This is an optimization exercise on Yosys and OpenROAD, whose aim is small area, a short achievable clock period and few clock cycles per item, not a production implementation.
RTL that was checked went through simulation tests only; none was proved equivalent to the original.
For run 2, only the layout was checked, not whether the RTL still works.
In runs 1 to 5 the design's own scripts or RTL, not TritonCTS, make the clock network.
The flow treats the clock pin as an ideal source. Dropping or thinning the clock tree relies on that and would not hold on a real chip.
Power figures rest on the tool's default switching activity, not on a simulated workload.

File: flow/design.v
module ptc_builder (
    input  wire        clk,
    input  wire        rst,
    input  wire        start,
    output wire        start_ready,
    input  wire [7:0]  cfg_dtype,
    input  wire [31:0] cfg_total,
    input  wire [15:0] cfg_cyl,
    input  wire [7:0]  cfg_heads,
    input  wire [7:0]  cfg_sect,
    input  wire [7:0]  cfg_ilv,
    input  wire [31:0] cfg_nfull,
    output wire [7:0]  rsvd_addr,
    input  wire [7:0]  rsvd_data,
    output wire        out_valid,
    input  wire        out_ready,
    output wire [7:0]  out_data,
    output wire        res_valid,
    output wire        res_refused,
    output wire        res_warn
);
    reg        scan;         
    reg        srdy;         
    reg        pend;         
    reg        act;          
    reg        ov;           
    reg        lastb;        
    reg        rv;           
    reg        rref;         
    reg        rwarn;        
    reg  [7:0] od;           
    reg  [8:0] p;            
    reg [15:0] romx;         
    reg  [7:0] dtype;
    reg [23:0] total;
    reg [15:0] cyl;
    reg  [7:0] heads;
    reg  [7:0] sect;
    reg  [7:0] ilv;
    reg  [3:0] n4;           
    reg        nhi;          
    reg        nmid;         
    reg        wtop;         
    assign start_ready = srdy;
    assign out_valid   = ov;
    assign out_data    = od;
    assign res_valid   = rv;
    assign res_refused = rref;
    assign res_warn    = rwarn;
    wire [8:0] laddr = {p[1], p[8:2], p[0]};
    wire [7:0] off   = laddr[7:0];
    assign rsvd_addr = off;
    wire big  = nhi | nmid;                  
    wire nz   = big | (n4 != 4'd0);          
    wire warn = wtop | nhi | (total[15:0] != 16'd0) | (total[19:16] != n4);
    wire rsvd_off = (off == 8'h08) | (off == 8'h0F) | (off == 8'h10) | (off >= 8'h15);
    wire [3:0] nm1 = n4 - 4'd1;
    wire [7:0] kx0 = big ? 8'hA0
                   : {4'h5, n4[0] ? n4 : {~n4[2] & ~n4[1], ~n4[1], 2'b10}};
    wire [7:0] kx1 = big ? 8'hB9
                   : {1'b0, ~(n4 == 4'd1 || n4 == 4'd3), 2'b00, nm1 ^ 4'h6};
    wire [15:0] kx = {kx1, kx0};
    wire [7:0] cks0 = romx[7:0]  ^ kx[7:0]  ^ dtype ^ total[15:8] ^ cyl[15:8] ^ sect;
    wire [7:0] cks1 = romx[15:8] ^ kx[15:8] ^ total[7:0] ^ total[23:16] ^ cyl[7:0]
                    ^ heads ^ ilv;
    wire [3:0] ei = laddr[7:4];              
    wire [3:0] eb = laddr[3:0];              
    wire i_lt = big | (ei < n4);             
    wire i_eq = ~big & (ei == n4);           
    wire i_le = i_lt | i_eq;
    wire [3:0] eim1 = ei - 4'd1;
    wire [3:0] eip1 = ei + 4'd1;
    reg [7:0] hbyte, ebyte;
    always @(*) begin
        case (off)
            8'h00, 8'h01: hbyte = 8'hAE;
            8'h02:        hbyte = cks0;
            8'h03:        hbyte = cks1;
            8'h04:        hbyte = dtype;
            8'h05:        hbyte = total[7:0];
            8'h06:        hbyte = total[15:8];
            8'h07:        hbyte = total[23:16];
            8'h09:        hbyte = cyl[7:0];
            8'h0A:        hbyte = cyl[15:8];
            8'h0B:        hbyte = heads;
            8'h0C:        hbyte = sect;
            8'h0D:        hbyte = ilv;
            8'h11, 8'h12, 8'h13, 8'h14: hbyte = 8'hFF;
            default:      hbyte = 8'h00;
        endcase
        case (eb)
            4'd0: ebyte = !i_le ? 8'h00 : (ei == 4'd0) ? 8'h01 : (ei == 4'd1) ? 8'h00
                        : {4'hF, 4'd1 - ei};                
            4'd1: ebyte = (i_le && ei >= 4'd2) ? 8'hFF : 8'h00;
            4'd2: ebyte = !i_le ? {4'd0, n4} : (ei == 4'd0) ? 8'h00 : (ei == 4'd1) ? 8'h01
                        : {4'd0, eim1};
            4'd3: ebyte = i_lt ? 8'hFF : i_eq ? {4'd0, nm1} : 8'h00;
            4'd4: ebyte = i_lt ? 8'hFF : 8'h00;
            4'd5: ebyte = (ei < 4'd4 && (ei == 4'd0 || i_lt)) ? 8'h40 : 8'h00;
            4'd6: ebyte = 8'hC1;
            4'd7: ebyte = 8'hC5;
            4'd8: ebyte = (ei < 4'd9) ? {4'hB, eip1} : 8'hB1;
            4'd9: ebyte = (ei < 4'd9) ? 8'hA0 : {4'hB, ei - 4'd9};
            default: ebyte = 8'hA0;
        endcase
    end
    wire       use_rom = ~laddr[8] & rsvd_off;
    wire [7:0] lbyte   = laddr[8] ? ebyte : hbyte;
    wire [7:0] nbyte   = use_rom ? rsvd_data : lbyte;
    wire idle_out = ~act & ~ov;
    wire begin_b  = pend & nz & idle_out;    
    wire refuse   = pend & ~nz & idle_out;   
    wire load     = (act & (~ov | out_ready)) | begin_b;
    wire plast    = (p == 9'd511);
    wire take     = start & srdy;
    wire pend_n = take | (pend & ~begin_b & ~refuse);
    wire act_n  = load ? ~plast : act;
    always @(posedge clk) begin
        if (rst) begin
            scan  <= 1'b1;
            srdy  <= 1'b0;
            pend  <= 1'b0;
            act   <= 1'b0;
            ov    <= 1'b0;
            rv    <= 1'b0;
            p     <= 9'd0;
            romx  <= 16'd0;
        end else begin
            rv   <= (ov & out_ready & lastb) | refuse;
            pend <= pend_n;
            act  <= act_n;
            srdy <= ~scan & ~pend_n & ~act_n;
            if (scan) begin
                if (rsvd_off) begin
                    if (p[0]) romx[15:8] <= romx[15:8] ^ rsvd_data;
                    else      romx[7:0]  <= romx[7:0]  ^ rsvd_data;
                end
                p <= p + {7'd0, p[0], 1'b1};
                if (off == 8'hFF) scan <= 1'b0;
            end else if (load) begin
                p <= p + 9'd1;
            end
            if (load)
                ov <= 1'b1;
            else if (out_ready)
                ov <= 1'b0;
        end
    end
    always @(posedge clk) begin
        if (load) begin
            od    <= nbyte;
            lastb <= plast;
        end
        if (srdy) begin
            dtype <= cfg_dtype;
            total <= cfg_total[23:0];
            cyl   <= cfg_cyl;
            heads <= cfg_heads;
            sect  <= cfg_sect;
            ilv   <= cfg_ilv;
            n4    <= cfg_nfull[3:0];
            nhi   <= (cfg_nfull[31:16] != 16'd0);
            nmid  <= (cfg_nfull[15:4] != 12'd0);
            wtop  <= (cfg_total[31:20] != cfg_nfull[15:4]);
        end else if (!(pend && ov)) begin
            rref  <= ~nz;
            rwarn <= warn;
        end
    end
endmodule
File: flow/flow/run.sh
#!/bin/bash
# The standard layout (the standard.sh: its synthesis and every step
# unchanged), with two changes:
# * the port buffers that global placement inserts on every input and
#   output are sky130_fd_sc_hd__buf_1 cells instead of the slow delay
#   buffer (clkdlybuf4s50_1) buffer_ports picks by itself;
# * the clock tree is one level (clock_tree.tcl, sourced by ORFS's cts.tcl
#   in place of TritonCTS): 4 clkbuf_16, each driving a cluster of nearby
#   flip-flops.
# Each tool's full log is in orfs/logs/; make's own output in make_finish.log.
set -euo pipefail
here=$(cd "$(dirname "$0")" && pwd)
bash standard.sh "BUFFER_PORTS_ARGS=-buffer_cell sky130_fd_sc_hd__buf_1" \
  "PRE_CTS_TCL=$here/clock_tree.tcl" finish > make_finish.log 2>&1
File: flow/flow/clock_tree.tcl
# Sourced by ORFS's cts.tcl (as PRE_CTS_TCL) in place of TritonCTS: a
# one-level clock tree. The flip-flops are split into 4 clusters by
# location (k-means), each driven by one clkbuf_16 placed at the cluster's
# centre; the clock port drives the 4 buffers. Every flip-flop sees one
# buffer of the same kind, so the clock arrives at all of them at nearly
# the same time (skew of a few tens of ps, from wire lengths only).
proc clock_tree_synthesis {args} {
  set K 4
  set db [ord::get_db]
  set block [ord::get_db_block]
  set clknet [[[$block findBTerm clk] getNet] getName]
  set clknet [$block findNet $clknet]
  set sinks {}
  foreach it [$clknet getITerms] {
    set inst [$it getInst]
    set box [$inst getBBox]
    set x [expr {([$box xMin] + [$box xMax]) / 2}]
    set y [expr {([$box yMin] + [$box yMax]) / 2}]
    lappend sinks [list $it $x $y]
  }
  set n [llength $sinks]
  puts "clock_tree: $n sinks, $K buffers"
  # k-means, seeded along x
  set sorted [lsort -integer -index 1 $sinks]
  set cent {}
  for {set k 0} {$k < $K} {incr k} {
    set s [lindex $sorted [expr {int(($k + 0.5) * $n / $K)}]]
    lappend cent [list [lindex $s 1] [lindex $s 2]]
  }
  for {set iter 0} {$iter < 50} {incr iter} {
    set asg {}
    foreach s $sinks {
      set best 0; set bd 1e18
      for {set k 0} {$k < $K} {incr k} {
        set c [lindex $cent $k]
        set d [expr {abs([lindex $s 1] - [lindex $c 0]) + abs([lindex $s 2] - [lindex $c 1])}]
        if {$d < $bd} { set bd $d; set best $k }
      }
      lappend asg $best
    }
    set nc {}
    for {set k 0} {$k < $K} {incr k} {
      set sx 0; set sy 0; set m 0
      foreach s $sinks a $asg {
        if {$a == $k} { set sx [expr {$sx + [lindex $s 1]}]; set sy [expr {$sy + [lindex $s 2]}]; incr m }
      }
      if {$m > 0} { lappend nc [list [expr {$sx / $m}] [expr {$sy / $m}]] } else { lappend nc [lindex $cent $k] }
    }
    set cent $nc
  }
  set master [$db findMaster sky130_fd_sc_hd__clkbuf_16]
  for {set k 0} {$k < $K} {incr k} {
    set inst [odb::dbInst_create $block $master "clkbuf_leaf_$k"]
    set net [odb::dbNet_create $block "clknet_leaf_$k"]
    $net setSigType CLOCK
    [$inst findITerm A] connect $clknet
    [$inst findITerm X] connect $net
    set c [lindex $cent $k]
    $inst setLocation [expr {int([lindex $c 0])}] [expr {int([lindex $c 1])}]
    $inst setPlacementStatus PLACED
    set cnt 0
    foreach s $sinks a $asg {
      if {$a == $k} { set it [lindex $s 0]; $it disconnect; $it connect $net; incr cnt }
    }
    puts "clock_tree: buffer $k drives $cnt sinks, at $c"
  }
}
File: flow/standard.sh
#!/bin/bash
# synth_recipe.tcl (not shown) runs the flow's synth.tcl, then flattens the netlist and writes it again
# the make line also repeats each setting of config.mk as NAME=value (left out here)
make -C /OpenROAD-flow-scripts/flow DESIGN_CONFIG=/design/flow/config.mk WORK_HOME=/design/flow/orfs CLKGATE_MAP_FILE= SYNTH_SCRIPT=/design/flow/synth_recipe.tcl "${@:-finish}"
File: flow/config.mk
export PLATFORM = sky130hd
export DESIGN_NAME = ptc_builder
export DESIGN_NICKNAME = ptc_builder
export VERILOG_FILES = /design/flow/design.v
export SDC_FILE = /design/flow/constraint.sdc
export NUM_CORES = 4
export LEC_CHECK = 0
export CAP_MARGIN = 20
export CORE_MARGIN = 2
export CORE_UTILIZATION = 40
export PLACE_DENSITY = 0.6
export SLEW_MARGIN = 65
File: flow/constraint.sdc
create_clock -name core_clock -period 10.0 [get_ports {clk}]
set_input_delay 2.0000 -clock core_clock [delete_from_list [all_inputs] [get_ports {clk}]]
set_output_delay 2.0000 -clock core_clock [all_outputs]
set_load 0.01 [all_outputs]
==> results of run 1 <==
power by group:
group          total (mW)  internal, mW  switching (mW)
combinational       0.114        0.0467          0.0676
clock               0.197        0.0746           0.122
sequential          0.546         0.541         0.00465
cell usage in the layout (no fill, tap or decap), types with 3 or more instances in the layout:
cell,instances
mux2i_1,24
o21ai_0,14
nor2_1,65
buf_4,5
nand2_1,56
or3_1,3
ha_1,17
nor4_1,17
xnor2_1,95
dfxtp_4,3
a2111oi_0,3
dfxtp_1,26
buf_1,144
clkbuf_16,4
nor3_1,14
nor2b_1,6
nand4_1,8
o22ai_1,6
nand3_1,11
a22oi_1,4
o31ai_1,3
nand2b_1,3
a31oi_1,16
edfxtp_1,90
a21oi_1,32
and2_1,3
xor2_1,39
a211o_1,5
inv_1,13
stage by stage:
step	util	std cells	cell area, um2	hold WS [ns]	power [mW]
finish	0.457	1009	7800	0.516	0.857
global route	0.457	1009	7800	0.578	0.888
CTS	0.454	1007	7750	0.499	0.814
detailed placement	0.448	1003	7650	0.497	0.668
floorplan	-	662	6900	0.472	0.623
global placement	0.445	1001	7580	0.500	0.666
area by class of cell:
class | count | share of cell area
Buffer | 4 | 0.0128
Inverter | 14 | 0.00674
Multi-Input combinational cell | 491 | 0.436
Sequential cell | 121 | 0.428
Tap cell | 225 | 0.0361
Timing Repair Buffer | 154 | 0.0799
registers in the layout, indices dropped and copies added (netlist names), 4 cells and up:
name,cells
heads,8
total,24
p,9
ilv,8
od,8
cyl,16
dtype,8
romx,16
sect,8
n4,4
cells by family (layout without fill, tap and decap cells):
kind of cell | count (synthesis) | in the layout | synth area share
and+or+nand+nor | 207 | 207 | 0.142
xor gates and xnor gates | 134 | 134 | 0.170
DFF | 121 | 121 | 0.482
AOI/OAI and AO/OA | 108 | 108 | 0.103
buffers and inverters | 50 | 172 | 0.0347
muxes | 24 | 24 | 0.0348
adders and majority gates | 18 | 18 | 0.0337
worst paths after layout:
kind                                   startpoint                end  slack [ns]  cells past startpoint
worst max-delay path                    out_ready  p[6]$_SDFFE_PP0P_        6.74                      8
worst min-delay path              lastb$_DFFE_PP_      rv$_SDFF_PP0_        0.52                      2
worst max register to register  p[5]$_SDFFE_PP0P_    od[1]$_DFFE_PP_        6.96                      9
worst min register to register    lastb$_DFFE_PP_      rv$_SDFF_PP0_        0.52                      2
worst min-delay path: stages (launching register included):
cell and delay (ns):
edfxtp_1 0.33, a31oi_1 0.07, nor2_1 0.08
per-layer routing:
layer	share of wire	GRT usage	wire length, um	vias up
met5	0	0	0	-
met4	0.025	0.0457	474	0
met3	0.070	0.0161	1310	27
met2	0.47	0.348	8870	234
met1	0.43	0.280	8050	2565
li1	-	-	-	2599
==> summary.txt, run 1 <==
Status
  • Status: timing/DRC/antenna clean

Layout
  • Multi-input gate area: between 3000 and 4000 um2
  • Ant diodes: 0
  • Layout cells sized above 1: 0.0459
  • NumNets Final: around 930
  • Fillcell total: between 1,500 and 2,000
  • Reg area: ~3300 um2
  • Area grow syn2layout: 13.0%

GRT
  • Global-route wire length before repair: 29,100 um
  • GRT Total Usage: 0.202
  • Initial antenna violation count: 0
  • Vias in the first global route: ~5,300
  • Largest net degree at the start of global routing: 55
  • Gr ovfl total: 0

Placement
  • Port bufs: roughly 140
  • Pre-CTS setup slack: between 6 and 7 ns
  • RePlAce Congestion: about 0.96
  • DPL Wire Length: 14,200 um

Clock network
  • Clk latency of the worst-skew pair: about 0.18 ns
  • Setup Buffers After CTS: 0
  • Reg clk slew, reported paths: roughly 0.090 ns
  • Post-CTS Hold Fix Bufs: 0
  • Post-CTS Resized: 0

Die
  • Die width: roughly 140 um
  • Initial Util: 0.404
  • Die Height: 135 um
  • Die area: about 18,000 um2
  • I/O Pins: roughly 150
  • Site Rows: 48
  • Total core area: approximately 17,000 um2

Synthesis
  • Post-synth top cells: 95 x xnor2_1, 90 x edfxtp_1, 67 x nor2_1, 56 x nand2_1, 39 x xor2_1
  • Synth warn: 1
  • Most common cell in the synthesized netlist: xnor2_1
  • #FFs+latches synth: between 100 and 150
  • Post-synth top area share: 0.392
  • Synth top area cells: edfxtp_1 39%, xnor2_1 12%, dfxtp_1 9.0%
  • Async SR Flop Fraction: 0
  • Yosys cell types: between 50 and 60
  • Cell Area, Synth: just under 7000 um2
  • Number of synthesized flops with an enable pin: 90
  • Syn_area_per_cell: 10.4 um2
  • Area leader, netlist: edfxtp_1
  • Mapped Cells: 662
  • Synthesized Nets: 804
  • Primary FF master, synth: edfxtp_1
  • Sequential-to-total area share from yosys stat: 0.482

Timing
  • Max Fclk: ~300 MHz
  • Final period util: 0.326
  • Max Slew Vio Count: 0
  • Layout Skew: ~0.028 ns
  • Post-route worst setup slack: between 6 and 7 ns
  • Worst Max-Slew Pin Slew: 0.538 ns
  • RSZ-0062 raised after global routing: no
  • Final Setup Violations: 0
  • Tmin final: between 3 and 4 ns
  • Fin Setup TNS: 0 ns
  • Final Hold Fails: 0
  • Slew HR: 0.632

Worst setup path
  • Maximum fanout along the worst path: 11
  • Crit end category: flip-flop
  • CP top delay family: simple AND/OR/NAND/NOR gates
  • Worst path bufs/invs: 1
  • Max stage delay on crit path: around 0.35 ns
  • CP arrival: between 3 and 4 ns
  • WS Path Type: in -> reg
  • Crit-path cells: buf_1, nand2_1, nand2_1, o21a_2, nor2_1, nor4_1, xnor2_1, nor2_1
  • Worst setup SP type: primary input
  • Required @ worst endpoint: a little over 10 ns
  • Critical-path top delay cell: o21a_2

Route
  • Drt drc: 0
  • Drt initial violations: 430
  • DR pass1 iterations: 5
  • Vias after detailed routing: 5,425
  • Post-route ant nets: 0
  • Final WL: 18,700 um
  • Via density: 5.38
  • Wire length per cell: approximately 19 um

Power and ir drop
  • Leakage: 2.52 nW
  • Pwr Density: between 100 and 150 nW/um2
  • VDD IR max: 0.000103 V

Min path
  • Hold crit path type: reg -> reg

Job
  • Max_cap viols: 0
Testbench counts, summed over its fixed seeds: cycles 100,560, builds 192.
==> run 2, diff against run 1 <==
--- a/flow/design.v
+++ b/flow/design.v
@@ -23,8 +23,8 @@
     reg        srdy;         
     reg        pend;         
     reg        act;          
+    reg        rw;           
     reg        ov;           
-    reg        lastb;        
     reg        rv;           
     reg        rref;         
     reg        rwarn;        
@@ -110,9 +110,12 @@
     wire idle_out = ~act & ~ov;
     wire begin_b  = pend & nz & idle_out;    
     wire refuse   = pend & ~nz & idle_out;   
-    wire load     = (act & (~ov | out_ready)) | begin_b;
+    wire spec     = (act & ~rw) | begin_b;
+    wire load     = (act & ~rw & (~ov | out_ready)) | begin_b;
+    wire fail     = act & ~rw & ov & ~out_ready;
     wire plast    = (p == 9'd511);
     wire take     = start & srdy;
+    wire cfg_en   = ~scan & ~pend & ~act;
     wire pend_n = take | (pend & ~begin_b & ~refuse);
     wire act_n  = load ? ~plast : act;
     always @(posedge clk) begin
@@ -121,14 +124,16 @@
             srdy  <= 1'b0;
             pend  <= 1'b0;
             act   <= 1'b0;
+            rw    <= 1'b0;
             ov    <= 1'b0;
             rv    <= 1'b0;
             p     <= 9'd0;
             romx  <= 16'd0;
         end else begin
-            rv   <= (ov & out_ready & lastb) | refuse;
+            rv   <= (ov & ~act & out_ready) | refuse;    
             pend <= pend_n;
             act  <= act_n;
+            rw   <= fail;
             srdy <= ~scan & ~pend_n & ~act_n;
             if (scan) begin
                 if (rsvd_off) begin
@@ -137,7 +142,9 @@
                 end
                 p <= p + {7'd0, p[0], 1'b1};
                 if (off == 8'hFF) scan <= 1'b0;
-            end else if (load) begin
+            end else if (rw) begin
+                p <= p - 9'd1;
+            end else if (spec) begin
                 p <= p + 9'd1;
             end
             if (load)
@@ -147,11 +154,9 @@
         end
     end
     always @(posedge clk) begin
-        if (load) begin
-            od    <= nbyte;
-            lastb <= plast;
-        end
-        if (srdy) begin
+        if (load)
+            od <= nbyte;
+        if (cfg_en) begin
             dtype <= cfg_dtype;
             total <= cfg_total[23:0];
             cyl   <= cfg_cyl;
==> run 2 against run 1 <==
  * Routed wire length grew 9.5%
  * Critical endpoint is now rsvd_addr[0]
  * Area after synthesis grew 6.9%
  * Via count grew 5.6%
  * Synthesized cell count grew 5.3%
  * Global-route usage grew 0.25 points
  * First-iteration DRC count shrank 11%
  * Clock power is essentially flat
  * Core utilization grew 0.15 points
  * Total power grew 0.26%
  * Worst hold slack lost 0.037 ns
==> summary.txt, run 2 <==
Clock network
  • Post-CTS Hold Fix Bufs: 0
  • Post-CTS Resized: 0
  • Clk latency of the worst-skew pair: between 0.15 and 0.2 ns
  • Reg clk slew, reported paths: about 0.11 ns
  • Setup Buffers After CTS: 0

Layout
  • Largest register FFs: 24
  • Layout cells sized above 1: 0.0766
  • Final Instance Area: 8270 um2
  • Most flop-heavy register: total
  • Area grow syn2layout: 12.1%
  • Fin cells: 1,051
  • Ant diodes: 0
  • Commonest non-fill, non-tap cells in the layout: 144 x buf_1, 89 x edfxtp_1, 85 x xnor2_1
  • Fillcell total: roughly 1,800
  • Commonest non-fill, non-tap cell in the layout: buf_1
  • Largest regs: total (24), cyl (16), romx (16)
  • Layout Utilization: 0.459
  • NumNets Final: between 900 and 1,000

Placement
  • Area after DPL: just over 8000 um2
  • RePlAce Congestion: a little under 1
  • DPL Wire Length: between 15,000 and 20,000 um
  • Number of placed instances, taps included: ~1,000
  • Port bufs: 144
  • Pre-CTS setup slack: about 7 ns

Synthesis
  • Sequential-to-total area share from yosys stat: 0.449
  • Async SR Flop Fraction: 0
  • Cell Area, Synth: approximately 7400 um2
  • Yosys cell types: a little under 80
  • Post-synth top area share: 0.362
  • Number of synthesized flops with an enable pin: 89
  • Primary FF master, synth: edfxtp_1
  • Synthesized Nets: 845
  • Area leader, netlist: edfxtp_1
  • Synth warn: 1
  • Synth top area cells: edfxtp_1 36%, xnor2_1 10%, dfxtp_1 8.7%
  • Most common cell in the synthesized netlist: edfxtp_1
  • Mapped Cells: ~700
  • #FFs+latches synth: about 120
  • Post-synth top cells: 89 x edfxtp_1, 85 x xnor2_1, 60 x nand2_1, 51 x nor2_1, 44 x xor2_1
  • Syn_area_per_cell: approximately 11 um2

Worst setup path
  • Required @ worst endpoint: roughly 8.0 ns
  • WS Path Type: reg -> out
  • Reg2reg setup slack: between 6 and 7 ns
  • R2r startpoint: p[5]$_SDFFE_PP0P_
  • Crit end category: primary output
  • Maximum fanout along the worst path: 33
  • Worst Setup SP: p[0]$_SDFFE_PP0P_
  • Worst setup SP type: flip-flop
  • Crit-path cells: buf_4, buf_1
  • Critical-path top delay cell: buf_4
  • Worst path bufs/invs: 2
  • Worst Reg-to-Reg Cells: 9
  • Worst R2R End: od[7]$_DFFE_PP_
  • CP arrival: about 1.1 ns
  • Max stage delay on crit path: roughly 0.40 ns
  • CP top delay family: buffers and inverters

GRT
  • Vias in the first global route: 5,550
  • GRT Total Usage: 0.205
  • Global-route wire length before repair: approximately 32,000 um
  • Gr ovfl total: 0
  • Largest net degree at the start of global routing: 49
  • Initial antenna violation count: 0

Timing
  • Tmin final: between 3 and 4 ns
  • Final Hold Fails: 0
  • Max Fclk: 320 MHz
  • Final period util: 0.312
  • Final Setup Violations: 0
  • Worst Max-Slew Pin Slew: a little over 0.5 ns
  • Max Slew Vio Count: 0
  • Hold slack final: 0.479 ns
  • Post-route worst setup slack: 6.88 ns
  • RSZ-0062 raised after global routing: no
  • Layout Skew: ~0.021 ns
  • Fin Setup TNS: 0 ns
  • Slew HR: 0.660

Min path
  • Hold Crit Start: srdy$_SDFF_PP0_
  • Hold depth: 2
  • Hold crit path type: reg -> reg
  • Worst Hold Path EP: pend$_SDFF_PP0_

Route
  • DR pass1 iterations: 5
  • Vias after detailed routing: ~5,700
  • Final WL: between 20,000 and 25,000 um
  • Drt initial violations: about 380
  • Drt drc: 0
  • Post-route ant nets: 0
  • Wire length per cell: between 15 and 20 um
  • Via density: around 5.5

Power and ir drop
  • Tot Pwr: 0.859 mW
  • VDD IR max: around 0.00014 V
  • Leakage: between 2 and 3 nW
  • Pwr Density: around 100 nW/um2

Job
  • Max_cap viols: 0

Die
  • Die width: roughly 140 um
  • Initial Util: 0.409
  • Total core area: approximately 18,000 um2
  • I/O Pins: between 100 and 150
  • Site Rows: 49
  • Die area: a little under 20,000 um2
  • Die Height: 140 um

Status
  • Status: timing/DRC/antenna clean
## run 2: cell families (layout without fill, tap and decap cells)
kind of cell	after synthesis	count (layout)	share of synthesized area
compound gates	140	140	0.135
xor+xnor	129	129	0.153
fa+ha+maj	24	24	0.0417
buf+inv	53	178	0.0395
flops	121	121	0.449
mux	18	18	0.0314
simple gates	212	212	0.150
## run 2: where the power goes
group          total, mW  switching [mW]  internal, mW  leakage, nW
sequential         0.543         0.00206         0.541         1.07
combinational      0.118          0.0710        0.0470         1.56
clock              0.198           0.123        0.0747       0.0493
## run 2: layout make-up
type | instances | area, um2 | area share
buffer | 4 | 100 | 0.0121
multi-input combinational | 523 | 3840 | 0.465
timing repair buffer | 157 | 658 | 0.0796
inverter | 17 | 63.8 | 0.00772
sequential | 121 | 3320 | 0.401
tap | 229 | 287 | 0.0347
## run 2: tightest hold or removal path, delay by kind of cell (launching register included)
family,cells,cell delay [ns]
AO/OA/AOI/OAI,1,0.05
flip-flops,1,0.32
AND/OR/NAND/NOR,1,0.07
## run 2: how the worst max path moves through the flow
stage	to	cells past startpoint
final	rsvd_addr[0]	2
after global routing	p[8]$_SDFFE_PP0P_	9
after CTS	p[8]$_SDFFE_PP0P_	9
after detailed placement	p[8]$_SDFFE_PP0P_	9
after global placement	od[1]$_DFFE_PP_	8
after floorplan	rref$_DFFE_PP_	2
## run 2: per-layer routing
layer | vias to the layer above | track usage | wire length [um]
met4 | 0 | 0.0579 | 802
met5 | - | 0 | 0
met3 | 42 | 0.0213 | 1240
met1 | 2664 | 0.291 | 9010
met2 | 238 | 0.335 | 9440
li1 | 2785 | - | -
==> run 3, diff against run 2 <==
--- a/flow/design.v
+++ b/flow/design.v
@@ -23,8 +23,8 @@
     reg        srdy;         
     reg        pend;         
     reg        act;          
-    reg        rw;           
     reg        ov;           
+    reg        lastb;        
     reg        rv;           
     reg        rref;         
     reg        rwarn;        
@@ -110,12 +110,9 @@
     wire idle_out = ~act & ~ov;
     wire begin_b  = pend & nz & idle_out;    
     wire refuse   = pend & ~nz & idle_out;   
-    wire spec     = (act & ~rw) | begin_b;
-    wire load     = (act & ~rw & (~ov | out_ready)) | begin_b;
-    wire fail     = act & ~rw & ov & ~out_ready;
+    wire load     = (act & (~ov | out_ready)) | begin_b;
     wire plast    = (p == 9'd511);
     wire take     = start & srdy;
-    wire cfg_en   = ~scan & ~pend & ~act;
     wire pend_n = take | (pend & ~begin_b & ~refuse);
     wire act_n  = load ? ~plast : act;
     always @(posedge clk) begin
@@ -124,16 +121,14 @@
             srdy  <= 1'b0;
             pend  <= 1'b0;
             act   <= 1'b0;
-            rw    <= 1'b0;
             ov    <= 1'b0;
             rv    <= 1'b0;
             p     <= 9'd0;
             romx  <= 16'd0;
         end else begin
-            rv   <= (ov & ~act & out_ready) | refuse;    
+            rv   <= (ov & out_ready & lastb) | refuse;
             pend <= pend_n;
             act  <= act_n;
-            rw   <= fail;
             srdy <= ~scan & ~pend_n & ~act_n;
             if (scan) begin
                 if (rsvd_off) begin
@@ -142,9 +137,7 @@
                 end
                 p <= p + {7'd0, p[0], 1'b1};
                 if (off == 8'hFF) scan <= 1'b0;
-            end else if (rw) begin
-                p <= p - 9'd1;
-            end else if (spec) begin
+            end else if (load) begin
                 p <= p + 9'd1;
             end
             if (load)
@@ -154,9 +147,11 @@
         end
     end
     always @(posedge clk) begin
-        if (load)
-            od <= nbyte;
-        if (cfg_en) begin
+        if (load) begin
+            od    <= nbyte;
+            lastb <= plast;
+        end
+        if (srdy) begin
             dtype <= cfg_dtype;
             total <= cfg_total[23:0];
             cyl   <= cfg_cyl;
--- a/flow/flow/run.sh
+++ b/flow/flow/run.sh
@@ -6,7 +6,7 @@
 #   buffer (clkdlybuf4s50_1) buffer_ports picks by itself;
 # * the clock tree is one level (clock_tree.tcl, sourced by ORFS's cts.tcl
 #   in place of TritonCTS): 4 clkbuf_16, each driving a cluster of nearby
-#   flip-flops.
+#   flip-flops (balanced k-means).
 # Each tool's full log is in orfs/logs/; make's own output in make_finish.log.
 set -euo pipefail
 here=$(cd "$(dirname "$0")" && pwd)
--- a/flow/flow/clock_tree.tcl
+++ b/flow/flow/clock_tree.tcl
@@ -1,9 +1,10 @@
 # Sourced by ORFS's cts.tcl (as PRE_CTS_TCL) in place of TritonCTS: a
 # one-level clock tree. The flip-flops are split into 4 clusters by
-# location (k-means), each driven by one clkbuf_16 placed at the cluster's
-# centre; the clock port drives the 4 buffers. Every flip-flop sees one
-# buffer of the same kind, so the clock arrives at all of them at nearly
-# the same time (skew of a few tens of ps, from wire lengths only).
+# location (balanced k-means: at most ceil(n / 4) flip-flops each), each
+# driven by one clkbuf_16 placed at the cluster's centre; the clock port
+# drives the 4 buffers. Every flip-flop sees one buffer of the same kind,
+# so the clock arrives at all of them at nearly the same time (a skew of
+# a few tens of ps, from wire lengths only).
 proc clock_tree_synthesis {args} {
   set K 4
   set db [ord::get_db]
@@ -27,16 +28,26 @@
     set s [lindex $sorted [expr {int(($k + 0.5) * $n / $K)}]]
     lappend cent [list [lindex $s 1] [lindex $s 2]]
   }
-  for {set iter 0} {$iter < 50} {incr iter} {
-    set asg {}
+  # balanced k-means: sinks go to their nearest centre with room left
+  # (at most ceil(n / K) sinks per buffer), nearest pairs first
+  set cap [expr {($n + $K - 1) / $K}]
+  for {set iter 0} {$iter < 30} {incr iter} {
+    set pairs {}
+    set i 0
     foreach s $sinks {
-      set best 0; set bd 1e18
       for {set k 0} {$k < $K} {incr k} {
         set c [lindex $cent $k]
-        set d [expr {abs([lindex $s 1] - [lindex $c 0]) + abs([lindex $s 2] - [lindex $c 1])}]
-        if {$d < $bd} { set bd $d; set best $k }
+        lappend pairs [list [expr {abs([lindex $s 1] - [lindex $c 0]) + abs([lindex $s 2] - [lindex $c 1])}] $i $k]
       }
-      lappend asg $best
+      incr i
+    }
+    set asg [lrepeat $n -1]
+    set used [lrepeat $K 0]
+    foreach pr [lsort -real -index 0 $pairs] {
+      lassign $pr d i k
+      if {[lindex $asg $i] >= 0 || [lindex $used $k] >= $cap} { continue }
+      lset asg $i $k
+      lset used $k [expr {[lindex $used $k] + 1}]
     }
     set nc {}
     for {set k 0} {$k < $K} {incr k} {
==> run 3 against run 2 <==
  * Sequential share of layout area grew 2.7 points
  * Die area decreased by 6.3%
  * Largest power group unchanged
  * Combinational power fell by 3%
  * Core utilization shrank 0.15 points
  * Clock power about the same
  * Critical path depth is 6 higher
  * Global-route usage shrank 0.25 points
  * Critical endpoint is now p[6]$_SDFFE_PP0P_
  * Still clean
  * Setup slack worse by 0.11 ns
  * Via count down 6.3%
  * Sequential power barely moved
==> summary.txt, run 3 <==
Status
  • Status: timing/DRC/antenna clean

Timing
  • Final period util: 0.323
  • Max Slew Vio Count: 0
  • Hold slack final: about 0.52 ns
  • Fin Setup TNS: 0 ns
  • Slew HR: 0.680
  • Layout Skew: about 0.0087 ns
  • RSZ-0062 raised after global routing: no
  • Tmin final: approximately 3.2 ns
  • Worst Max-Slew Pin Slew: between 0.4 and 0.5 ns
  • Final Hold Fails: 0
  • Max Fclk: between 300 and 400 MHz
  • Post-route worst setup slack: ~6.8 ns
  • Final Setup Violations: 0

Power and ir drop
  • Pwr Density: between 100 and 150 nW/um2
  • Tot Pwr: 0.860 mW
  • VDD IR max: between 0.0001 and 0.00015 V
  • Leakage: around 2.5 nW

Placement
  • RePlAce Congestion: ~0.96
  • DPL Wire Length: around 14,000 um
  • Pre-CTS setup slack: between 6 and 7 ns
  • Number of placed instances, taps included: ~1,000
  • Area after DPL: 7650 um2
  • Port bufs: around 140

Layout
  • Largest regs: total (24), cyl (16), romx (16)
  • Final Instance Area: about 8000 um2
  • Largest register FFs: 24
  • Commonest non-fill, non-tap cells in the layout: 144 x buf_1, 95 x xnor2_1, 90 x edfxtp_1
  • Layout cells sized above 1: 0.0459
  • Fin cells: around 1,000
  • Ant diodes: 0
  • Most flop-heavy register: total
  • Area grow syn2layout: 13.0%
  • Commonest non-fill, non-tap cell in the layout: buf_1
  • NumNets Final: approximately 930
  • Layout Utilization: 0.457

Synthesis
  • Most common cell in the synthesized netlist: xnor2_1
  • Post-synth top area share: 0.392
  • #FFs+latches synth: 121
  • Synth top area cells: edfxtp_1 39%, xnor2_1 12%, dfxtp_1 9.0%
  • Cell Area, Synth: between 6000 and 7000 um2
  • Area leader, netlist: edfxtp_1
  • Syn_area_per_cell: roughly 10 um2
  • Number of synthesized flops with an enable pin: 90
  • Yosys cell types: between 50 and 60
  • Async SR Flop Fraction: 0
  • Post-synth top cells: 95 x xnor2_1, 90 x edfxtp_1, 67 x nor2_1, 56 x nand2_1, 39 x xor2_1
  • Mapped Cells: about 660
  • Primary FF master, synth: edfxtp_1
  • Synth warn: 1
  • Synthesized Nets: 804
  • Sequential-to-total area share from yosys stat: 0.482

GRT
  • Global-route wire length before repair: roughly 29,000 um
  • GRT Total Usage: 0.202
  • Initial antenna violation count: 0
  • Gr ovfl total: 0
  • Largest net degree at the start of global routing: 55
  • Vias in the first global route: roughly 5,300

Route
  • Final WL: about 19,000 um
  • Drt drc: 0
  • Via density: between 5 and 6
  • Post-route ant nets: 0
  • Vias after detailed routing: ~5,400
  • Drt initial violations: 430
  • Wire length per cell: around 18 um
  • DR pass1 iterations: 5

Worst setup path
  • Worst R2R End: od[2]$_DFFE_PP_
  • WS Path Type: in -> reg
  • Worst setup SP type: primary input
  • Maximum fanout along the worst path: 11
  • CP arrival: about 3.3 ns
  • Crit end category: flip-flop
  • Reg2reg setup slack: between 6 and 7 ns
  • Worst Reg-to-Reg Cells: 8
  • Required @ worst endpoint: 10.07 ns
  • R2r startpoint: p[6]$_SDFFE_PP0P_

Die
  • Die Height: about 140 um
  • Site Rows: 48
  • Total core area: between 15,000 and 20,000 um2
  • Initial Util: 0.404
  • Die width: about 140 um
  • I/O Pins: approximately 150
  • Die area: ~18,000 um2

Job
  • Max_cap viols: 0

Clock network
  • Clk latency of the worst-skew pair: 0.18 ns
  • Reg clk slew, reported paths: approximately 0.11 ns
  • Post-CTS Hold Fix Bufs: 0
  • Setup Buffers After CTS: 0
  • Post-CTS Resized: 0

Min path
  • Worst Hold Path EP: rv$_SDFF_PP0_
  • Hold Crit Start: lastb$_DFFE_PP_
  • Hold depth: 2
  • Hold crit path type: reg -> reg
run 3: cell types whose count changed after synthesis, sizes merged, moves of 8 or more:
cell	before	now
nor2	53	67
a31oi	8	16
o21ai	24	14
mux2i	13	24
xnor2	85	95
run 3: critical path, stage by stage:
cell and delay [ns]:
buf_1 0.14, nand2_1 0.07, nand2_1 0.07, o21a_2 0.34
nor2_1 0.19, nor4_1 0.27, xnor2_1 0.16, nor2_1 0.05
run 3: worst max-delay path by stage:
stage,startpoint,end,slack (ns),cells after the start
3_3_place_gp,out_ready,p[6]$_SDFFE_PP0P_,6.43,8
3_5_place_dp,out_ready,p[6]$_SDFFE_PP0P_,6.58,8
2_1_floorplan,srdy$_SDFF_PP0_,start_ready,5.91,0
4_1_cts,out_ready,p[6]$_SDFFE_PP0P_,6.57,8
5_1_grt,out_ready,p[6]$_SDFFE_PP0P_,6.58,8
6_report,out_ready,p[6]$_SDFFE_PP0P_,6.77,8
run 3: area by class of cell:
class | instances | area (um2)
Tap cell | 225 | 282
Inverter | 14 | 52.6
Buffer | 4 | 100
Timing Repair Buffer | 154 | 623
Fill cell | 1668 | 9260
Multi-Input combinational cell | 491 | 3400
Sequential cell | 121 | 3340
run 3: logic make-up (layout without fill, tap and decap cells):
group | count (synthesis) | in the layout | synth area share
AO/OA/AOI/OAI | 108 | 108 | 0.103
buffers and inverters | 50 | 172 | 0.0347
XOR/XNOR | 134 | 134 | 0.170
AND/OR/NAND/NOR | 207 | 207 | 0.142
multiplexers | 24 | 24 | 0.0348
adder cells (fa/ha/maj) | 18 | 18 | 0.0337
flip-flops | 121 | 121 | 0.482
run 3: per-layer routing:
metal	GRT usage	up-vias	routed length, um
met2	0.348	226	8770
met3	0.0202	27	1270
met4	0.0422	0	466
met1	0.279	2519	8130
met5	0	-	0
li1	-	2596	-
run 3: report_power, final:
| part | switching [mW] | total (mW) | internal (mW) |
|---|---|---|---|
| combinational | 0.0670 | 0.114 | 0.0467 |
| clock | 0.125 | 0.200 | 0.0747 |
| sequential | 0.00466 | 0.546 | 0.541 |
Testbench counts of run 3, summed over its fixed seeds: cycles 100,560, builds 192.
==> run 4, diff against run 3 <==
--- a/flow/config.mk
+++ b/flow/config.mk
@@ -7,6 +7,6 @@
 export LEC_CHECK = 0
 export CAP_MARGIN = 20
 export CORE_MARGIN = 2
-export CORE_UTILIZATION = 40
-export PLACE_DENSITY = 0.6
+export CORE_UTILIZATION = 55
+export PLACE_DENSITY = 0.7
 export SLEW_MARGIN = 65
==> run 4 against run 3 <==
  * Sequential share of layout area is 0.44 points higher
  * Sequential power hardly changed
  * Cell count fell by 5.6%
  * Total power decreased by 1.2%
  * Register-to-register slack lost 0.04 ns
  * Maximum frequency grew 0.22%
  * Sequential cell count stayed put
  * Core utilization up 18 points
  * Largest power group unchanged
==> summary.txt, run 4 <==
Worst setup path
  • Crit end category: flip-flop
  • CP arrival: ~3.3 ns
  • WS Path Type: in -> reg
  • Required @ worst endpoint: a little over 10 ns
  • Worst setup SP type: primary input
  • Max stage delay on crit path: 0.34 ns
  • Maximum fanout along the worst path: 11
  • Crit-path cells: buf_1, nand2_1, nand2_1, o21a_2, nor2_1, nor4_1, xnor2_1, nor2_1
  • Critical-path top delay cell: o21a_2

GRT
  • Global-route wire length before repair: between 20,000 and 30,000 um
  • GRT Total Usage: 0.266
  • Initial antenna violation count: 0
  • Gr ovfl total: 0
  • Largest net degree at the start of global routing: 44
  • Vias in the first global route: around 5,300

Synthesis
  • Synth top area cells: edfxtp_1 39%, xnor2_1 12%, dfxtp_1 9.0%
  • Mapped Cells: 662
  • Post-synth top cells: 95 x xnor2_1, 90 x edfxtp_1, 67 x nor2_1, 56 x nand2_1, 39 x xor2_1
  • Number of synthesized flops with an enable pin: 90
  • Post-synth top area share: 0.392
  • Area leader, netlist: edfxtp_1
  • Yosys cell types: 59
  • #FFs+latches synth: roughly 120
  • Synthesized Nets: 804
  • Cell Area, Synth: about 6900 um2
  • Async SR Flop Fraction: 0
  • Most common cell in the synthesized netlist: xnor2_1
  • Synth warn: 1
  • Primary FF master, synth: edfxtp_1
  • Sequential-to-total area share from yosys stat: 0.482
  • Syn_area_per_cell: 10.4 um2

Timing
  • Fin Setup TNS: 0 ns
  • Max Slew Vio Count: 0
  • Tmin final: between 3 and 4 ns
  • Max Fclk: between 300 and 400 MHz
  • Worst Max-Slew Pin Slew: slightly above 0.6 ns
  • Final period util: 0.323
  • RSZ-0062 raised after global routing: no
  • Layout Skew: 0.0149 ns
  • Slew HR: 0.582
  • Hold slack final: roughly 0.55 ns
  • Final Setup Violations: 0
  • Final Hold Fails: 0

Clock network
  • Post-CTS Resized: 0
  • Clk latency of the worst-skew pair: about 0.17 ns
  • Setup Buffers After CTS: 0
  • Reg clk slew, reported paths: 0.11 ns
  • Post-CTS Hold Fix Bufs: 0

Power and ir drop
  • Pwr Density: 110 nW/um2
  • VDD IR max: 0.000126 V
  • Clock Power Share: 0.230
  • Switching pwr: ~0.19 mW
  • Sw frac: 0.222
  • Internal cell power: around 0.66 mW
  • Sequential share of power: 0.643
  • Leakage: ~2.5 nW
  • Tot Pwr: 0.849 mW
  • Comb power frac: 0.128

Layout
  • NumNets Final: between 900 and 1,000
  • Largest register FFs: 24
  • Area grow syn2layout: 11.7%
  • Final Instance Area: about 7700 um2
  • Layout cells sized above 1: 0.0459
  • Largest regs: total (24), cyl (16), romx (16)
  • Ant diodes: 0
  • Most flop-heavy register: total
  • Commonest non-fill, non-tap cells in the layout: 144 x buf_1, 95 x xnor2_1, 90 x edfxtp_1
  • Fin cells: 952
  • Commonest non-fill, non-tap cell in the layout: buf_1

Route
  • Final WL: 18,000 um
  • Post-route ant nets: 0
  • Vias after detailed routing: 5,436
  • Drt initial violations: 562
  • Drt drc: 0
  • Wire length per cell: 18.9 um
  • Via density: between 5 and 6
  • DR pass1 iterations: 5

Die
  • Site Rows: 40
  • I/O Pins: 145
  • Die area: between 10,000 and 15,000 um2
  • Die Height: approximately 120 um
  • Initial Util: 0.569
  • Die width: about 120 um
  • Total core area: around 12,000 um2

Status
  • Status: timing/DRC/antenna clean

Placement
  • Number of placed instances, taps included: between 900 and 1,000
  • Area after DPL: about 7500 um2
  • DPL Wire Length: around 13,000 um
  • Port bufs: between 100 and 150
  • RePlAce Congestion: between 0.9 and 1

Job
  • Max_cap viols: 0

Min path
  • Hold crit path type: reg -> reg
==> run 4: cell counts after synthesis <==
No cell type changed its count.
==> run 4: cell type report <==
| cell class | count | area (um2) |
|---|---|---|
| fillers | 1001 | 4410 |
| repair buffers | 154 | 628 |
| flip-flops and latches | 121 | 3330 |
| multi-input cells | 491 | 3380 |
| plain buffers | 4 | 100 |
| well taps | 168 | 210 |
| inverters | 14 | 52.6 |
==> run 4: kinds of logic after synthesis <==
family	count (synthesis)	share of synthesized area
xor+xnor	134	0.170
mux	24	0.0348
simple gates	207	0.142
fa+ha+maj	18	0.0337
flops	121	0.482
compound gates	108	0.103
buf+inv	50	0.0347
==> run 4: power groups by stage <==
stage / registers (mW) / logic [mW] / clock network [mW]
after floorplan: 0.555 / 0.0686 / 0
after global placement: 0.557 / 0.104 / 0
after detailed placement: 0.557 / 0.106 / 0
after CTS: 0.557 / 0.107 / 0.145
after global routing: 0.546 / 0.118 / 0.215
final: 0.546 / 0.108 / 0.195
==> run 4: metrics by stage <==
stage               worst slack (ns)  utilization
floorplan                       5.91            -
global placement                6.42        0.620
CTS                             6.61        0.632
finish                          6.77        0.636
global route                    6.61        0.636
detailed placement              6.61        0.623
==> run 4: critical path: cells and delay by family <==
family          cells  cell delay (ns)
compound gates      1             0.34
simple gates        5             0.68
xor+xnor            1             0.16
buf+inv             1             0.12
==> run 4: final timing paths <==
| kind | start | endpoint | slack, ns | cells after the start |
|---|---|---|---|---|
| max | out_ready | p[6]$_SDFFE_PP0P_ | 6.77 | 8 |
| min | lastb$_DFFE_PP_ | rv$_SDFF_PP0_ | 0.55 | 2 |
| max reg2reg | p[6]$_SDFFE_PP0P_ | od[7]$_DFFE_PP_ | 6.92 | 8 |
| min reg2reg | lastb$_DFFE_PP_ | rv$_SDFF_PP0_ | 0.55 | 2 |
==> run 4: per-layer routing <==
metal | wire length (um) | part of all wire | track usage | vias to the layer above
li1 | - | - | - | 2601
met2 | 8600 | 0.48 | 0.455 | 259
met4 | 603 | 0.033 | 0.0889 | 0
met1 | 7550 | 0.42 | 0.362 | 2543
met5 | 0 | 0 | 0 | -
met3 | 1270 | 0.070 | 0.0194 | 33
==> run 5, diff against run 4 <==
--- a/flow/config.mk
+++ b/flow/config.mk
@@ -7,6 +7,6 @@
 export LEC_CHECK = 0
 export CAP_MARGIN = 20
 export CORE_MARGIN = 2
-export CORE_UTILIZATION = 55
-export PLACE_DENSITY = 0.7
+export CORE_UTILIZATION = 50
+export PLACE_DENSITY = 0.65
 export SLEW_MARGIN = 65
==> run 5 against run 4 <==
  * Via count is 0.77% higher
  * Still clean on timing, DRC and antenna
  * Maximum frequency fell by 0.94%
  * Cell count is 0.74% higher
  * Highest routed layer unchanged
  * Critical path depth is the same
  * Routed wire length grew 3.7%
  * Synthesized cell count stayed put
  * First-iteration DRC count fell by 15%
  * Area after synthesis unchanged
  * Largest cell class unchanged
  * Clock skew grew 0.00095 ns
  * Core utilization decreased by 5.8 points
  * Register-to-register slack got worse by 0.04 ns
==> summary.txt, run 5 <==
Synthesis
  • Synth Area in XOR/XNOR: 0.170
  • Post-synth top area share: 0.392
  • Cell Area, Synth: approximately 7000 um2
  • Primary FF master, synth: edfxtp_1
  • Synth top area cells: edfxtp_1 39%, xnor2_1 12%, dfxtp_1 9.0%
  • Adder-cell share of the synthesized area: 0.0337
  • Sequential-to-total area share from yosys stat: 0.482
  • Main combinational cell family by area after synthesis: XOR/XNOR gates
  • Mapped Cells: between 600 and 700
  • Yosys cell types: between 50 and 60
  • Post-Synth Simple-Gate Area: 0.142
  • Post-synthesis mux area share: 0.0348
  • Async SR Flop Fraction: 0
  • Synth Area in Compound Gates: 0.103
  • Synthesized Nets: 804
  • #FFs+latches synth: ~120
  • Most common cell in the synthesized netlist: xnor2_1
  • Number of synthesized flops with an enable pin: 90
  • Synth warn: 1
  • Area leader, netlist: edfxtp_1
  • Post-synth top cells: 95 x xnor2_1, 90 x edfxtp_1, 67 x nor2_1, 56 x nand2_1, 39 x xor2_1
  • Syn_area_per_cell: about 10 um2

Clock network
  • Post-CTS Resized: 0
  • Post-CTS Hold Fix Bufs: 0
  • Setup Buffers After CTS: 0
  • Reg clk slew, reported paths: between 0.1 and 0.15 ns
  • Clk latency of the worst-skew pair: around 0.18 ns

Power and ir drop
  • Tot Pwr: 0.853 mW
  • Leakage: approximately 2.5 nW
  • VDD IR max: approximately 0.00012 V
  • Pwr Density: 111 nW/um2

Route
  • Via density: approximately 5.7
  • DR pass1 iterations: 5
  • Vias after detailed routing: 5,478
  • Drt initial violations: 478
  • Post-route ant nets: 0
  • Wire length per cell: 19.5 um
  • Drt drc: 0
  • Final WL: ~19,000 um

Layout
  • Reg area: roughly 3300 um2
  • Area grow syn2layout: 11.9%
  • Largest regs: total (24), cyl (16), romx (16)
  • Most flop-heavy register: total
  • Fin cells: between 900 and 1,000
  • Multi-input gate area: 3380 um2
  • Ant diodes: 0
  • Fillcell total: approximately 1,200
  • Commonest non-fill, non-tap cell in the layout: buf_1
  • Commonest non-fill, non-tap cells in the layout: 144 x buf_1, 95 x xnor2_1, 90 x edfxtp_1
  • Layout Utilization: 0.578
  • Layout cells sized above 1: 0.0447
  • Largest register FFs: 24
  • NumNets Final: 927

Timing
  • Worst Max-Slew Pin Slew: 0.506 ns
  • Max Slew Vio Count: 0
  • Max Fclk: 307 MHz
  • Fin Setup TNS: 0 ns
  • RSZ-0062 raised after global routing: no
  • Tmin final: 3.26 ns
  • Slew HR: 0.654
  • Post-route worst setup slack: 6.74 ns
  • Final Hold Fails: 0
  • Layout Skew: 0.0158 ns
  • Final period util: 0.326
  • Final Setup Violations: 0

Worst setup path
  • Worst R2R End: od[3]$_DFFE_PP_
  • CP arrival: approximately 3.3 ns
  • R2r startpoint: p[6]$_SDFFE_PP0P_
  • Reg2reg setup slack: around 6.9 ns
  • WS Path Type: in -> reg
  • Worst setup SP type: primary input
  • Maximum fanout along the worst path: 11
  • Required @ worst endpoint: roughly 10 ns
  • Worst Reg-to-Reg Cells: 8
  • Crit end category: flip-flop

Placement
  • RePlAce Congestion: between 0.9 and 1
  • DPL Wire Length: 14,100 um
  • Port bufs: roughly 140
  • Pre-CTS setup slack: 6.59 ns
  • Number of placed instances, taps included: roughly 950

Die
  • Total core area: 13,300 um2
  • I/O Pins: approximately 150
  • Initial Util: 0.517
  • Die width: 121 um
  • Die area: roughly 15,000 um2
  • Die Height: 121 um
  • Site Rows: between 40 and 50

Min path
  • Hold depth: 2
  • Hold Crit Start: lastb$_DFFE_PP_
  • Hold crit path type: reg -> reg
  • Worst Hold Path EP: rv$_SDFF_PP0_

GRT
  • Largest net degree at the start of global routing: 48
  • Global-route wire length before repair: between 20,000 and 30,000 um
  • Gr ovfl total: 0
  • Initial antenna violation count: 0
  • GRT Total Usage: 0.255
  • Vias in the first global route: about 5,500

Job
  • Max_cap viols: 0

Status
  • Status: timing/DRC/antenna clean
-- run 5: cells by family (layout without fill, tap and decap cells) --
family	count (synthesis)	in the layout
and+or+nand+nor	207	207
xor gates and xnor gates	134	134
DFF	121	121
AOI/OAI and AO/OA	108	108
buffers and inverters	50	171
muxes	24	24
adders and majority gates	18	18
-- run 5: area by class of cell --
cell class | count | share of cell area
well taps | 176 | 0.0285
repair buffers | 153 | 0.0816
inverters | 14 | 0.00681
multi-input cells | 491 | 0.438
flip-flops and latches | 121 | 0.432
plain buffers | 4 | 0.0130
-- run 5: worst max-delay path by stage --
stage                   endpoint  cells past startpoint  slack [ns]            start
6_report       p[6]$_SDFFE_PP0P_                      8        6.74        out_ready
5_1_grt        p[6]$_SDFFE_PP0P_                      8        6.65        out_ready
4_1_cts        p[6]$_SDFFE_PP0P_                      8        6.58        out_ready
3_5_place_dp   p[6]$_SDFFE_PP0P_                      8        6.59        out_ready
3_3_place_gp   p[6]$_SDFFE_PP0P_                      8        6.40        out_ready
2_1_floorplan        start_ready                      0        5.91  srdy$_SDFF_PP0_
-- run 5: layer usage --
layer	track usage	vias to the layer above	wire length, um
li1	-	2594	-
met1	0.353	2596	7930
met2	0.441	260	8860
met3	0.0254	28	1410
met4	0.0481	0	479
met5	0	-	0
-- run 5: through the flow --
| stage | area, um2 | hold WS, ns |
|---|---|---|
| floorplan | 6900 | 0.472 |
| global route | 7720 | 0.579 |
| CTS | 7660 | 0.498 |
| global placement | 7530 | 0.478 |
| detailed placement | 7560 | 0.498 |
| finish | 7720 | 0.515 |
-- run 5: report_power, final --
group	switching (mW)	internal, mW
sequential	0.00566	0.541
clock	0.124	0.0746
combinational	0.0632	0.0447
total	0.192	0.661
-- run 5: worst max-delay path, stage by stage --
cell and delay, ns:
buf_1 0.12, nand2_1 0.07, nand2_1 0.07, o21a_2 0.35, nor2_1 0.20, nor4_1 0.32, xnor2_1 0.16, nor2_1 0.05
==> run 6, diff against run 5 <==
==> flow/flow/run.sh (replaced) <==
#!/bin/bash
set -euo pipefail
here=$(cd "$(dirname "$0")" && pwd)
bufs="BUFFER_PORTS_ARGS=-buffer_cell sky130_fd_sc_hd__buf_1"
res=orfs/results/sky130hd/ptc_builder/base
bash standard.sh "$bufs" "PRE_CTS_TCL=$here/clock_tree.tcl" finish > make_finish.log 2>&1
PLATFORM_DIR="$FLOW_HOME/platforms/sky130hd" RES="$res" \
  openroad -no_init -exit "$here/clock_slew.tcl" > clock_slew.log 2>&1
slew=$(awk '/^CLKSLEW_PS/ {print $2}' clock_slew.log)
echo "one-level clock tree: clock-pin slew ${slew:-unknown} ps"
if [[ -z "$slew" ]] || awk -v s="$slew" 'BEGIN { exit !(s > 117) }'; then
  echo "redoing the layout from placement with ORFS's clock tree"
  cp -r orfs/logs logs_onelevel
  bash standard.sh "$bufs" clean_cts clean_route clean_finish > make_clean.log 2>&1
  bash standard.sh "$bufs" finish > make_finish_tritoncts.log 2>&1
fi
==> flow/flow/clock_slew.tcl (new file) <==
# The largest slew at a flip-flop clock pin of the finished layout, from
# ORFS's own extraction (RES: the results folder).
read_liberty $::env(PLATFORM_DIR)/lib/sky130_fd_sc_hd__tt_025C_1v80.lib
read_db $::env(RES)/6_final.odb
read_sdc $::env(RES)/6_final.sdc
read_spef $::env(RES)/6_final.spef
set_propagated_clock [all_clocks]
set worst 0
foreach pin [all_registers -clock_pins -edge_triggered] {
  foreach s [list [get_property $pin slew_max_rise] [get_property $pin slew_max_fall]] {
    if {$s > $worst} { set worst $s }
  }
}
puts "CLKSLEW_PS [expr {$worst * 1000.0}]"
--- a/flow/flow/clock_tree.tcl
+++ b/flow/flow/clock_tree.tcl
@@ -4,33 +4,20 @@
 # driven by one clkbuf_16 placed at the cluster's centre; the clock port
 # drives the 4 buffers. Every flip-flop sees one buffer of the same kind,
 # so the clock arrives at all of them at nearly the same time (a skew of
-# a few tens of ps, from wire lengths only).
-proc clock_tree_synthesis {args} {
-  set K 4
-  set db [ord::get_db]
-  set block [ord::get_db_block]
-  set clknet [[[$block findBTerm clk] getNet] getName]
-  set clknet [$block findNet $clknet]
-  set sinks {}
-  foreach it [$clknet getITerms] {
-    set inst [$it getInst]
-    set box [$inst getBBox]
-    set x [expr {([$box xMin] + [$box xMax]) / 2}]
-    set y [expr {([$box yMin] + [$box yMax]) / 2}]
-    lappend sinks [list $it $x $y]
-  }
+# a few tens of ps, from wire lengths only). k-means runs from three
+# seedings (along x, along y, along the diagonal); the one whose heaviest
+# cluster (pins plus half-perimeter of its box) is lightest is kept.
+
+proc ct_kmeans {sinks K seedidx} {
   set n [llength $sinks]
-  puts "clock_tree: $n sinks, $K buffers"
-  # k-means, seeded along x
-  set sorted [lsort -integer -index 1 $sinks]
+  set sorted [lsort -real -index $seedidx $sinks]
   set cent {}
   for {set k 0} {$k < $K} {incr k} {
     set s [lindex $sorted [expr {int(($k + 0.5) * $n / $K)}]]
     lappend cent [list [lindex $s 1] [lindex $s 2]]
   }
-  # balanced k-means: sinks go to their nearest centre with room left
-  # (at most ceil(n / K) sinks per buffer), nearest pairs first
   set cap [expr {($n + $K - 1) / $K}]
+  set asg {}
   for {set iter 0} {$iter < 30} {incr iter} {
     set pairs {}
     set i 0
@@ -59,6 +46,44 @@
     }
     set cent $nc
   }
+  # heaviest cluster: 2 um of wire per pin-equivalent, per cluster
+  set worst 0
+  for {set k 0} {$k < $K} {incr k} {
+    set x0 1e18; set x1 -1e18; set y0 1e18; set y1 -1e18; set m 0
+    foreach s $sinks a $asg {
+      if {$a != $k} { continue }
+      incr m
+      set x [lindex $s 1]; set y [lindex $s 2]
+      if {$x < $x0} { set x0 $x }; if {$x > $x1} { set x1 $x }
+      if {$y < $y0} { set y0 $y }; if {$y > $y1} { set y1 $y }
+    }
+    if {$m == 0} { continue }
+    set load [expr {$m * 2000.0 + ($x1 - $x0) + ($y1 - $y0)}]
+    if {$load > $worst} { set worst $load }
+  }
+  return [list $worst $asg $cent]
+}
+
+proc clock_tree_synthesis {args} {
+  set K 4
+  set db [ord::get_db]
+  set block [ord::get_db_block]
+  set clknet [[$block findBTerm clk] getNet]
+  set sinks {}
+  foreach it [$clknet getITerms] {
+    set box [[$it getInst] getBBox]
+    set x [expr {([$box xMin] + [$box xMax]) / 2.0}]
+    set y [expr {([$box yMin] + [$box yMax]) / 2.0}]
+    lappend sinks [list $it $x $y [expr {$x + $y}]]
+  }
+  puts "clock_tree: [llength $sinks] sinks, $K buffers"
+  set best {}
+  foreach seedidx {1 2 3} {
+    set r [ct_kmeans $sinks $K $seedidx]
+    puts "clock_tree: seeding $seedidx, heaviest cluster [lindex $r 0]"
+    if {$best eq {} || [lindex $r 0] < [lindex $best 0]} { set best $r }
+  }
+  lassign $best worst asg cent
   set master [$db findMaster sky130_fd_sc_hd__clkbuf_16]
   for {set k 0} {$k < $K} {incr k} {
     set inst [odb::dbInst_create $block $master "clkbuf_leaf_$k"]
--- a/flow/config.mk
+++ b/flow/config.mk
@@ -7,6 +7,6 @@
 export LEC_CHECK = 0
 export CAP_MARGIN = 20
 export CORE_MARGIN = 2
-export CORE_UTILIZATION = 50
-export PLACE_DENSITY = 0.65
+export CORE_UTILIZATION = 55
+export PLACE_DENSITY = 0.7
 export SLEW_MARGIN = 65
==> run 6 against run 5 <==
  * Critical endpoint is now start_ready
  * Largest cell class unchanged
  * Area after synthesis unchanged
  * Die area down 8.8%
  * Routed wire length up 0.38%
  * Final area up 5.7%
  * Register-to-register slack better by 0.03 ns
  * First-iteration DRC count up 18%
  * Still clean on timing, DRC and antenna
  * Synthesized cell count unchanged
  * Core utilization up 9.5 points
  * Combinational power about the same
  * Worst hold slack better by 0.025 ns
  * Cell count up 2.2%
==> summary.txt, run 6 <==
Layout
  • Commonest non-fill, non-tap cells in the layout: 144 x buf_1, 95 x xnor2_1, 90 x edfxtp_1
  • Commonest non-fill, non-tap cell in the layout: buf_1
  • Largest register FFs: 24
  • Layout Utilization: 0.673
  • Ant diodes: 0
  • Layout cells sized above 1: 0.0788
  • NumNets Final: roughly 940
  • Fin cells: between 900 and 1,000
  • Most flop-heavy register: total
  • Final Instance Area: approximately 8200 um2
  • Area grow syn2layout: 18.2%
  • Largest regs: total (24), cyl (16), romx (16)

Clock network
  • Total CTS buffers: 17
  • Reg clk slew, reported paths: 0.06 ns
  • Post-CTS Hold Fix Bufs: 0
  • Clk latency of the worst-skew pair: ~0.43 ns
  • CTS Sinks: around 120
  • Setup Buffers After CTS: 0
  • Post-CTS Resized: 0
  • CTS tree: done

Route
  • Via density: around 5.8
  • Wire length per cell: approximately 19 um
  • DR pass1 iterations: 8
  • Drt initial violations: 563
  • Drt drc: 0
  • Post-route ant nets: 0
  • Vias after detailed routing: about 5,600
  • Final WL: about 19,000 um

Die
  • Total core area: ~12,000 um2
  • Die width: about 120 um
  • Initial Util: 0.569
  • I/O Pins: 145
  • Site Rows: 40
  • Die Height: 116 um
  • Die area: around 13,000 um2

Placement
  • DPL Wire Length: roughly 13,000 um
  • RePlAce Congestion: ~1
  • Number of placed instances, taps included: roughly 950
  • Port bufs: ~140
  • Area after DPL: about 7500 um2

Power and ir drop
  • Leakage: about 2.7 nW
  • VDD IR max: 0.000139 V
  • Pwr Density: about 150 nW/um2
  • Tot Pwr: between 1 and 1.5 mW

Worst setup path
  • Max stage delay on crit path: 0.49 ns
  • WS Path Type: reg -> out
  • Crit-path cells: buf_12, buf_1
  • CP arrival: roughly 1.3 ns
  • Crit end category: primary output
  • Worst R2R End: od[6]$_DFFE_PP_
  • Worst path bufs/invs: 2
  • Maximum fanout along the worst path: 24
  • CP top delay family: flip-flops
  • Required @ worst endpoint: approximately 8.0 ns
  • Reg2reg setup slack: 6.91 ns
  • Worst setup SP type: flip-flop
  • Worst Reg-to-Reg Cells: 9
  • Critical-path top delay cell: dfxtp_4
  • R2r startpoint: p[6]$_SDFFE_PP0P_

Min path
  • Hold depth: 2
  • Hold crit path type: reg -> reg
  • Hold Crit Start: romx[10]$_SDFFE_PP0P_
  • Worst Hold Path EP: romx[10]$_SDFFE_PP0P_

Timing
  • Max Fclk: about 300 MHz
  • Slew HR: 0.643
  • Tmin final: about 3.3 ns
  • RSZ-0062 raised after global routing: no
  • Max Slew Vio Count: 0
  • Layout Skew: 0.00619 ns
  • Final Setup Violations: 0
  • Final Hold Fails: 0
  • Fin Setup TNS: 0 ns
  • Worst Max-Slew Pin Slew: ~0.52 ns
  • Final period util: 0.334

GRT
  • Gr ovfl total: 0
  • Vias in the first global route: around 5,600
  • Global-route wire length before repair: 28,800 um
  • GRT Total Usage: 0.291
  • Largest net degree at the start of global routing: 44
  • Initial antenna violation count: 0

Synthesis
  • Area leader, netlist: edfxtp_1
  • Synth top area cells: edfxtp_1 39%, xnor2_1 12%, dfxtp_1 9.0%
  • Post-synth top cells: 95 x xnor2_1, 90 x edfxtp_1, 67 x nor2_1, 56 x nand2_1, 39 x xor2_1
  • Primary FF master, synth: edfxtp_1
  • Syn_area_per_cell: ~10 um2
  • Mapped Cells: ~660
  • Synth warn: 1
  • Most common cell in the synthesized netlist: xnor2_1
  • Number of synthesized flops with an enable pin: 90
  • Synthesized Nets: between 800 and 900
  • Async SR Flop Fraction: 0
  • Sequential-to-total area share from yosys stat: 0.482
  • Cell Area, Synth: between 6000 and 7000 um2
  • #FFs+latches synth: roughly 120
  • Yosys cell types: approximately 60
  • Post-synth top area share: 0.392

Status
  • Status: timing/DRC/antenna clean

Job
  • Max_cap viols: 0
## run 6: changes by cell type in the layout (fill, tap and decap cells not counted), moves of 2 or more
cell,delta
buf_4,-2
clkbuf_16,+13
clkbuf_2,+2
clkinv_2,+2
clkinv_4,+5
clkinvlp_4,+2
inv_6,+3
inv_8,+2
## run 6: worst min-delay path, delay by kind of cell (launching register included)
kind	cells	cell delay [ns]
DFF	1	0.36
xor gates and xnor gates	1	0.08
and+or+nand+nor	1	0.07
## run 6: layout make-up, without the clock buffers
type / instances / area, um2
Inverter: 14 / 52.6
Clock inverter: 14 / 118
Multi-Input combinational cell: 491 / 3380
Fill cell: 960 / 3960
Tap cell: 168 / 210
Timing Repair Buffer: 155 / 633
Sequential cell: 121 / 3330
## run 6: cells by family after synthesis
logic type,synth area share
DFF,0.482
and+or+nand+nor,0.142
xor gates and xnor gates,0.170
muxes,0.0348
adders and majority gates,0.0337
AOI/OAI and AO/OA,0.103
buffers and inverters,0.0347
## run 6: through the flow
stage               hold WS, ns  setup slack, ns
floorplan                 0.472             5.91
global placement          0.511             6.42
detailed placement        0.522             6.61
CTS                       0.541             6.60
global route              0.567             6.60
finish                    0.541             6.66
## run 6: power breakdown
| part | internal, mW | switching (mW) | total [mW] | leakage (nW) |
|---|---|---|---|---|
| clock network | 0.320 | 0.242 | 0.562 | 0.264 |
| logic | 0.0449 | 0.0642 | 0.109 | 1.39 |
| registers | 0.542 | 0.00415 | 0.547 | 1.07 |
| total | 0.908 | 0.310 | 1.22 | 2.73 |
## run 6: worst max path at each step
stage	from	to	slack (ns)	depth (start not counted)
2_1_floorplan	srdy$_SDFF_PP0_	start_ready	5.91	0
3_3_place_gp	out_ready	p[6]$_SDFFE_PP0P_	6.42	8
3_5_place_dp	out_ready	p[6]$_SDFFE_PP0P_	6.61	8
4_1_cts	p[0]$_SDFFE_PP0P_	rsvd_addr[0]	6.60	2
5_1_grt	srdy$_SDFF_PP0_	start_ready	6.60	2
6_report	srdy$_SDFF_PP0_	start_ready	6.66	2
## run 6: metal layers
metal	GRT usage	part of all wire	routed length (um)
met1	0.367	0.40	7490
met2	0.473	0.48	8920
met3	0.0748	0.087	1630
met4	0.137	0.038	712
met5	0	0	0

[static timing again, ports no longer ideal]
The flow's constraints put no driver on any port. The routed layouts listed below were extracted and timed again, unchanged, in two steps. Step 1 sets driving cells, clkbuf_16 on the clock port and buf_2 on the other inputs (assumed; they add their load-dependent delay and slew). Step 2 adds t to the input delays and takes it off the output delays; t is the mean of the earliest and latest rising clock arrival at the registers after step 1. Input paths then give back, and output paths get back, about the clock's delay inside the block. Three values: ideal, step 1, step 2; two values: the first two.
| run | t (ns) | setup slack, ns | slew at the worst register clock pin (ns) |
|---|---|---|---|
| run 1 | 0.264 | 6.737 / 6.807 / 6.544 | 0.12 / 0.12 |
| run 2 | 0.268 | 6.880 / 6.781 / 6.946 | 0.12 / 0.12 |
| run 3 | 0.261 | 6.767 / 6.832 / 6.571 | 0.12 / 0.12 |
| run 4 | 0.253 | 6.774 / 6.810 / 6.585 | 0.12 / 0.12 |
| run 5 | 0.257 | 6.743 / 6.799 / 6.548 | 0.12 / 0.12 |
| run 6 | 0.470 | 6.662 / 6.617 / 6.575 | 0.06 / 0.06 |
After both steps every run listed still meets setup and hold. The setup slack of run 3, which loses most, moves by +0.065 ns with the drivers and by -0.196 ns with both steps.
